From an optimization exercise on the open Yosys and OpenROAD flow, aimed at small area, a short achievable clock period and few clock cycles; shortcuts taken in it are not production practice. Where RTL was checked, it was by simulation tests only, not by an equivalence proof against the original. Power figures rest on the tool's default switching activity, not on a simulated workload.

== lane 3 ==
==> flow/design.v <==
module pm25_codec (
    input  wire         clk,
    input  wire         rst,         
    input  wire         req_valid,
    input  wire [31:0]  req_word,
    input  wire [5:0]   req_nops,    
    input  wire [255:0] req_ops,     
    output wire         busy,
    input  wire         rx_valid,
    input  wire [1:0]   rx_kind,     
    input  wire [7:0]   rx_byte,
    output wire         rx_ready,
    output reg  [2:0]   st,
    output reg  [1:0]   rop,
    output wire [7:0]   nrx,
    output reg          len_vld,
    output wire [15:0]  lenf_r,
    output reg          lmatch,
    output reg          csc_vld,
    output wire [15:0]  csc,
    output reg          csr_vld,
    output reg  [15:0]  csr,
    output wire [5:0]   flen,
    output wire [255:0] fbuf,
    output reg          cbuf_vld,
    output wire [55:0]  cbuf
);
    localparam [2:0] ST_OK      = 3'd0,
                     ST_TIMEOUT = 3'd1,
                     ST_LENMIS  = 3'd2,
                     ST_CSUM    = 3'd3,
                     ST_TERR    = 3'd4,
                     ST_ILLEGAL = 3'd6,
                     ST_NONE    = 3'd7;
    reg         s_h0, s_h1, s_lh, s_ll, s_bd;    
    reg         s_en;                            
    reg         s_vs, s_vc;                      
    reg         busy_r;      
    reg         busy_o;      
    reg         busy_n;      
    reg         rxr;         
    reg         pol;         
    reg  [5:0]  tg;          
    reg  [5:0]  em4;         
    reg         tl;          
    reg         lastr;       
    reg  [5:0]  idx;         
    reg         fsy;         
    reg         fsyn;        
    reg  [6:0]  cnt;         
    reg  [12:0] acc;         
    reg         cscz;        
    reg  [239:0] fb;         
    reg  [23:0] cbd;         
    reg  [9:0]  cck;         
    reg         cv1, cv0;    
    reg  [255:0] vsr;        
    reg  [3:0]  vm;          
    reg         vl;          
    reg  [8:0]  s01, s23;    
    assign busy     = busy_o;
    assign rx_ready = rxr;
    assign nrx      = {busy_n, cnt};
    assign flen     = idx;
    assign csc      = {cscz, cscz, cscz, acc};
    assign fbuf[7:0]    = {fsyn, fsy, fsyn, fsyn, fsyn, fsyn, fsy, fsyn};   
    assign fbuf[15:8]   = {fsyn, fsy, fsyn, fsyn, fsy, fsy, fsyn, fsy};     
    assign fbuf[255:16] = fb;
    assign lenf_r = {fb[7:0], fb[15:8]};
    assign cbuf[7:0]   = {cv0, cv1, cv0, cv0, cv0, cv0, cv1, cv0};         
    assign cbuf[15:8]  = {cv0, cv1, cv0, cv0, cv1, cv1, cv0, cv1};         
    assign cbuf[39:16] = cbd;
    assign cbuf[47:40] = {cv0, cv0, cv0, cv0, cv0, cv0, cck[9:8]};
    assign cbuf[55:48] = cck[7:0];
    wire [3:0]  w_op    = req_word[3:0];
    wire [7:0]  w_arg8  = req_word[15:8];
    wire [15:0] w_arg16 = req_word[31:16];
    wire a_le32  = (w_arg8[7:6] == 2'b00) && (!w_arg8[5] || (w_arg8[4:0] == 5'd0));
    wire a_ge6   = (w_arg8[7:3] != 5'd0) || (w_arg8[2:1] == 2'b11);
    wire a_ge2   = (w_arg8[7:1] != 7'd0);
    wire sync_ok = (w_op == 4'h1) && (req_word[7:5] == 3'b000) &&
                   (w_arg16 == 16'h0000) && a_ge6 && a_le32;
    wire enc_ok  = (w_op == 4'h2) && (req_word[7:4] == 4'h0);
    wire ver_ok  = (w_op == 4'h3) && (req_word[7:4] == 4'h0) &&
                   (w_arg16 == 16'h0000) && a_ge2 && a_le32 &&
                   ({2'b00, req_nops} == w_arg8);
    wire [9:0]  enc_sum = 10'h08F + {2'b00, cbd[7:0]} + {2'b00, cbd[15:8]} +
                          {2'b00, cbd[23:16]};
    wire take = req_valid && !busy_r;
    wire        rv    = rx_valid;
    wire        fire  = rx_valid && rxr;
    wire        isb   = (rx_kind == 2'd0);
    wire        istmo = (rx_kind == 2'd1);
    wire        b42   = (rx_byte == 8'h42);
    wire        b4d   = (rx_byte == 8'h4D);
    wire        bz    = (rx_byte == 8'h00);
    wire        at2e  = (cnt == {tg, 1'b0});    
    wire        at2e1 = (cnt == {tg, 1'b1});    
    wire        hunt  = s_h0 || s_h1;
    wire        stor  = s_lh || s_ll || s_bd;   
    wire        hi0   = (fb[7:0] == 8'h00);
    wire        lm    = hi0 && (rx_byte == {2'b00, em4});
    reg         blt;
    integer     k;
    always @(*) begin
        blt = 1'b0;
        for (k = 0; k < 6; k = k + 1)
            blt = (!rx_byte[k] && em4[k]) || (!(rx_byte[k] ^ em4[k]) && blt);
    end
    wire        lless = hi0 && (rx_byte[7:6] == 2'b00) && blt;
    wire [5:0]  tbody = tl ? (fb[13:8] + 6'd4) : tg;
    wire        ckhi  = (acc[12:8] == csr[4:0]) && (csr[7:5] == 3'd0);
    wire        ckok  = ckhi && (rx_byte == acc[7:0]);
    wire        h0end = !b42 && at2e;                        
    wire        h1end = !b4d && (at2e1 || (!b42 && at2e));   
    wire        llgo  = pol ? !(hi0 && bz) : lm;             
    wire        lastl = pol && hi0 && bz;                    
    wire        tmo   = (s_h0 && h0end) || (s_h1 && h1end);
    wire        lmis  = s_ll && !pol && !lm;
    wire        ckend = (s_ll && lastl) || (s_bd && lastr);
    wire        bend  = tmo || (s_ll && !llgo) || (s_bd && lastr);
    wire        sdone = !isb || bend;                        
    wire [2:0]  sst   = !isb  ? (istmo ? ST_TIMEOUT : ST_TERR) :
                        tmo   ? ST_TIMEOUT :
                        lmis  ? ST_LENMIS :
                        ckok  ? ST_OK : ST_CSUM;
    wire [7:0]  v0 = vm[0] ? vsr[7:0]   : 8'd0;
    wire [7:0]  v1 = vm[1] ? vsr[15:8]  : 8'd0;
    wire [7:0]  v2 = vm[2] ? vsr[23:16] : 8'd0;
    wire [7:0]  v3 = vm[3] ? vsr[31:24] : 8'd0;
    wire [12:0] vacc = acc + {4'd0, s01} + {4'd0, s23};
    wire [15:0] q1 = {3'd0, acc}, q2 = {7'd0, s01}, q3 = {7'd0, s23};
    wire [15:0] qs = q1 ^ q2 ^ q3;
    wire [15:0] qc = {(q1[14:0] & q2[14:0]) | (q1[14:0] & q3[14:0]) | (q2[14:0] & q3[14:0]), 1'b0};
    wire [15:0] qneed = qs ^ qc ^ csr;
    wire [15:0] qgen  = (qs & qc) | ((qs | qc) & ~csr);
    wire        veq   = (qneed == {qgen[14:0], 1'b0});
    reg  [15:0] vcsr;
    always @(*) begin
        case (tg[2:0])
            3'd2:    vcsr = {vsr[7:0],   vsr[15:8]};
            3'd3:    vcsr = {vsr[15:8],  vsr[23:16]};
            3'd4:    vcsr = {vsr[23:16], vsr[31:24]};
            3'd5:    vcsr = {vsr[31:24], vsr[39:32]};
            default: vcsr = {vsr[39:32], vsr[47:40]};
        endcase
    end
    always @(posedge clk) begin
        if (rst) begin
            {s_h0, s_h1, s_lh, s_ll, s_bd, s_en, s_vs, s_vc} <= 8'd0;
            busy_r   <= 1'b0;
            busy_o   <= 1'b0;
            busy_n   <= 1'b0;
            rxr      <= 1'b0;
            st       <= ST_NONE;
            rop      <= 2'd0;
            cnt      <= 7'd0;
            idx      <= 6'd0;
            fsy      <= 1'b0;
            fsyn     <= 1'b1;
            len_vld  <= 1'b0;
            csc_vld  <= 1'b0;
            cscz     <= 1'b1;
            csr_vld  <= 1'b0;
            cbuf_vld <= 1'b0;
            cv1      <= 1'b0;
            cv0      <= 1'b1;
        end else if (!busy_r) begin
            if (req_valid) begin
                len_vld <= 1'b0;
                csc_vld <= 1'b0;
                cscz    <= 1'b1;
                csr_vld <= 1'b0;
                cnt     <= 7'd0;
                s_h0    <= sync_ok;
                s_en    <= enc_ok;
                s_vs    <= ver_ok;
                rxr     <= sync_ok;
                busy_r  <= sync_ok || enc_ok || ver_ok;
                busy_o  <= sync_ok || enc_ok || ver_ok;
                busy_n  <= sync_ok || enc_ok || ver_ok;
                if (sync_ok) begin
                    idx  <= 6'd0;
                    fsy  <= 1'b0;
                    fsyn <= 1'b1;
                end
                if (!(sync_ok || enc_ok || ver_ok)) begin
                    st  <= ST_ILLEGAL;
                    rop <= 2'd0;
                end
            end
        end else if (rxr) begin
            if (rv) begin
                cnt  <= cnt + 7'd1;
                s_h0 <= isb && (s_h0 ? (!b42 && !at2e) :
                                s_h1 && !b4d && !b42 && !at2e1 && !at2e);
                s_h1 <= isb && (s_h0 ? b42 : s_h1 && b42 && !at2e1);
                s_lh <= isb && s_h1 && b4d;
                s_ll <= isb && s_lh;
                s_bd <= isb && (s_ll ? llgo : s_bd && !lastr);
                if (sdone) begin
                    busy_r <= 1'b0;
                    busy_o <= 1'b0;
                    busy_n <= 1'b0;
                    rxr    <= 1'b0;
                    st     <= sst;
                    rop    <= 2'd1;
                end
                if (isb && s_ll)
                    len_vld <= 1'b1;
                if (isb && ckend) begin
                    csc_vld <= 1'b1;
                    cscz    <= 1'b0;
                    csr_vld <= 1'b1;
                end
                if (isb && stor)
                    idx <= idx + 6'd1;
                if (isb && s_h1 && b4d) begin
                    idx  <= 6'd2;
                    fsy  <= 1'b1;
                    fsyn <= 1'b0;
                end
            end
        end else if (s_en) begin
            s_en     <= 1'b0;
            busy_r   <= 1'b0;
            busy_o   <= 1'b0;
            busy_n   <= 1'b0;
            cbuf_vld <= 1'b1;
            cv1      <= 1'b1;
            cv0      <= 1'b0;
            csc_vld  <= 1'b1;
            cscz     <= 1'b0;
            st       <= ST_OK;
            rop      <= 2'd2;
        end else if (s_vs) begin
            if (vl) begin
                s_vs <= 1'b0;
                s_vc <= 1'b1;
            end
        end else begin
            s_vc    <= 1'b0;
            busy_r  <= 1'b0;
            busy_o  <= 1'b0;
            busy_n  <= 1'b0;
            csc_vld <= 1'b1;
            cscz    <= 1'b0;
            csr_vld <= 1'b1;
            st      <= veq ? ST_OK : ST_CSUM;
            rop     <= 2'd3;
        end
    end
    always @(posedge clk) begin
        if (!busy_r) begin
            tg  <= w_arg8[5:0];
            em4 <= w_arg8[5:0] - 6'd4;
            pol <= req_word[4];
            if (req_valid)
                acc <= 13'd0;
        end else if (rxr) begin
            if (rv) begin
                csr <= {csr[7:0], rx_byte};
                if (hunt)
                    acc <= 13'h042;
                else if (stor && !(s_bd && lastr))
                    acc <= acc + {5'd0, csr[7:0]};
                if (s_ll) begin
                    tl     <= pol && lless;
                    lastr  <= pol && hi0 && (rx_byte == 8'h01);
                    lmatch <= lm;
                end
                if (s_bd)
                    lastr <= (idx + 6'd2 == tbody);
            end
            if (s_bd)
                tg <= tbody;
        end else if (s_en) begin
            acc <= {3'd0, enc_sum};
        end else begin
            tg  <= tg - 6'd4;
            acc <= vacc;
            if (s_vs)
                csr <= vcsr;
        end
    end
    always @(posedge clk) begin
        s01 <= s_vs ? {1'b0, v0} + {1'b0, v1} : 9'd0;
        s23 <= s_vs ? {1'b0, v2} + {1'b0, v3} : 9'd0;
        if (busy_r) begin
            vm <= {tg >= 6'd10, tg >= 6'd9, tg >= 6'd8, tg >= 6'd7};
            vl <= (tg <= 6'd10);
        end else begin
            vm <= {w_arg8[5:0] >= 6'd6, w_arg8[5:0] >= 6'd5,
                   w_arg8[5:0] >= 6'd4, w_arg8[5:0] >= 6'd3};
            vl <= (w_arg8[5:0] <= 6'd6);
        end
    end
    always @(posedge clk) begin
        if (take && enc_ok)
            cbd <= {w_arg16[7:0], w_arg16[15:8], w_arg8};
        if (s_en)
            cck <= enc_sum;
    end
    genvar g;
    generate
        for (g = 2; g < 32; g = g + 1) begin : g_fb
            always @(posedge clk)
                if (stor && idx[4:0] == g)
                    fb[8*g-9:8*g-16] <= rx_byte;
        end
    endgenerate
    always @(posedge clk) begin
        vsr[255:224] <= req_ops[255:224];
        if (s_vs)
            vsr[223:0] <= vsr[255:32];
        else
            vsr[223:0] <= req_ops[223:0];
    end
endmodule
export LEC_CHECK = 0
export ABC_AREA = 1
export CAP_MARGIN = 35
export CORE_MARGIN = 2
export CORE_UTILIZATION = 50
export CTS_BUF_LIST = sky130_fd_sc_hd__clkbuf_8
export SLEW_MARGIN = 20
create_clock -name core_clock -period 10.0 [get_ports {clk}]
standard.sh (not shown) runs the stock make flow with config.mk's settings and CLKGATE_MAP_FILE= SYNTH_SCRIPT=/design/flow/synth_recipe.tcl, a recipe that flattens the netlist after the stock synthesis.
==> flow/flow/run.sh <==
#!/bin/bash
set -euo pipefail
export BUFFER_PORTS_ARGS="-buffer_cell sky130_fd_sc_hd__buf_1"
export SETUP_SLACK_MARGIN=6.6
bash standard.sh > standard.log 2>&1
Changes in lane 1 relative to lane 3:
--- a/flow/design.v
+++ b/flow/design.v
@@ -251,13 +251,19 @@
         end
     end
     always @(posedge clk) begin
         if (!busy_r) begin
-            tg  <= w_arg8[5:0];
-            em4 <= w_arg8[5:0] - 6'd4;
-            pol <= req_word[4];
-            if (req_valid)
+            if (req_valid) begin
+                tg  <= w_arg8[5:0];
+                em4 <= w_arg8[5:0] - 6'd4;
+                pol <= req_word[4];
                 acc <= 13'd0;
+                s01 <= 9'd0;
+                s23 <= 9'd0;
+                vm  <= {w_arg8[5:0] >= 6'd6, w_arg8[5:0] >= 6'd5,
+                        w_arg8[5:0] >= 6'd4, w_arg8[5:0] >= 6'd3};
+                vl  <= (w_arg8[5:0] <= 6'd6);
+            end
         end else if (rxr) begin
             if (rv) begin
                 csr <= {csr[7:0], rx_byte};
                 if (hunt)
@@ -278,25 +284,17 @@
             acc <= {3'd0, enc_sum};
         end else begin
             tg  <= tg - 6'd4;
             acc <= vacc;
+            s01 <= {1'b0, v0} + {1'b0, v1};
+            s23 <= {1'b0, v2} + {1'b0, v3};
+            vm  <= {tg >= 6'd10, tg >= 6'd9, tg >= 6'd8, tg >= 6'd7};
+            vl  <= (tg <= 6'd10);
             if (s_vs)
                 csr <= vcsr;
         end
     end
     always @(posedge clk) begin
-        s01 <= s_vs ? {1'b0, v0} + {1'b0, v1} : 9'd0;
-        s23 <= s_vs ? {1'b0, v2} + {1'b0, v3} : 9'd0;
-        if (busy_r) begin
-            vm <= {tg >= 6'd10, tg >= 6'd9, tg >= 6'd8, tg >= 6'd7};
-            vl <= (tg <= 6'd10);
-        end else begin
-            vm <= {w_arg8[5:0] >= 6'd6, w_arg8[5:0] >= 6'd5,
-                   w_arg8[5:0] >= 6'd4, w_arg8[5:0] >= 6'd3};
-            vl <= (w_arg8[5:0] <= 6'd6);
-        end
-    end
-    always @(posedge clk) begin
         if (take && enc_ok)
             cbd <= {w_arg16[7:0], w_arg16[15:8], w_arg8};
         if (s_en)
             cck <= enc_sum;
--- outcome ---
Number of logic inverters in the finished layout, lane 3 and lane 1, lower one = lane 3. Changes observed in lane 1 relative to lane 3: non-clock buffer count down 7, first-iteration DRC count down 11%, post-layout total power down 150 uW. Lane 1 -> lane 3: synthesized area flat. The final reports for lane 1 and lane 3 show clock share of power lower in the former. When lane 1 is set beside lane 3, its peak ir drop on the vdd network turns out to be about 0.4% larger. Of lane 1 and lane 3, it is lane 1 that has the higher worst setup slack. Relative to lane 3, lane 1 improves wire length of the first global-routing pass. Lane 1 reports a lower count of placed standard cells including taps than lane 3 does.
Testbench counts of lane 1, summed over its fixed seeds: cycles 28,075.
The RTL of lane 3 was laid out without a check of its function.

## separate check: timing with driven ports
The results above use ideal ports. As a check the final layouts listed here were re-extracted and re-timed, cells and wires unchanged. Step 1, drivers: a clkbuf_16 drives clk and a buf_2 each remaining input, both assumed. Step 2 times the ports against the registers' clock, not the clock port: input delays grow and output delays shrink by t, the midpoint of the rising clock arrivals with the driver on. a / b / c = ideal / step 1 / step 2; a / b = the first two.
| run | shift t [ns] | setup WS [ns] | worst setup path after step 2 | cell pins on the clock port's net |
|---|---|---|---|---|
| lane 3 | 0.760 | 6.570 / 6.513 / 5.990 | input to register | 1 |
| lane 1 | 0.740 | 6.609 / 6.549 / 5.924 | input to register | 1 |
After both steps every run listed still meets setup and hold. The setup slack of lane 1, which loses most, moves by -0.060 ns with the drivers and by -0.685 ns with both steps.
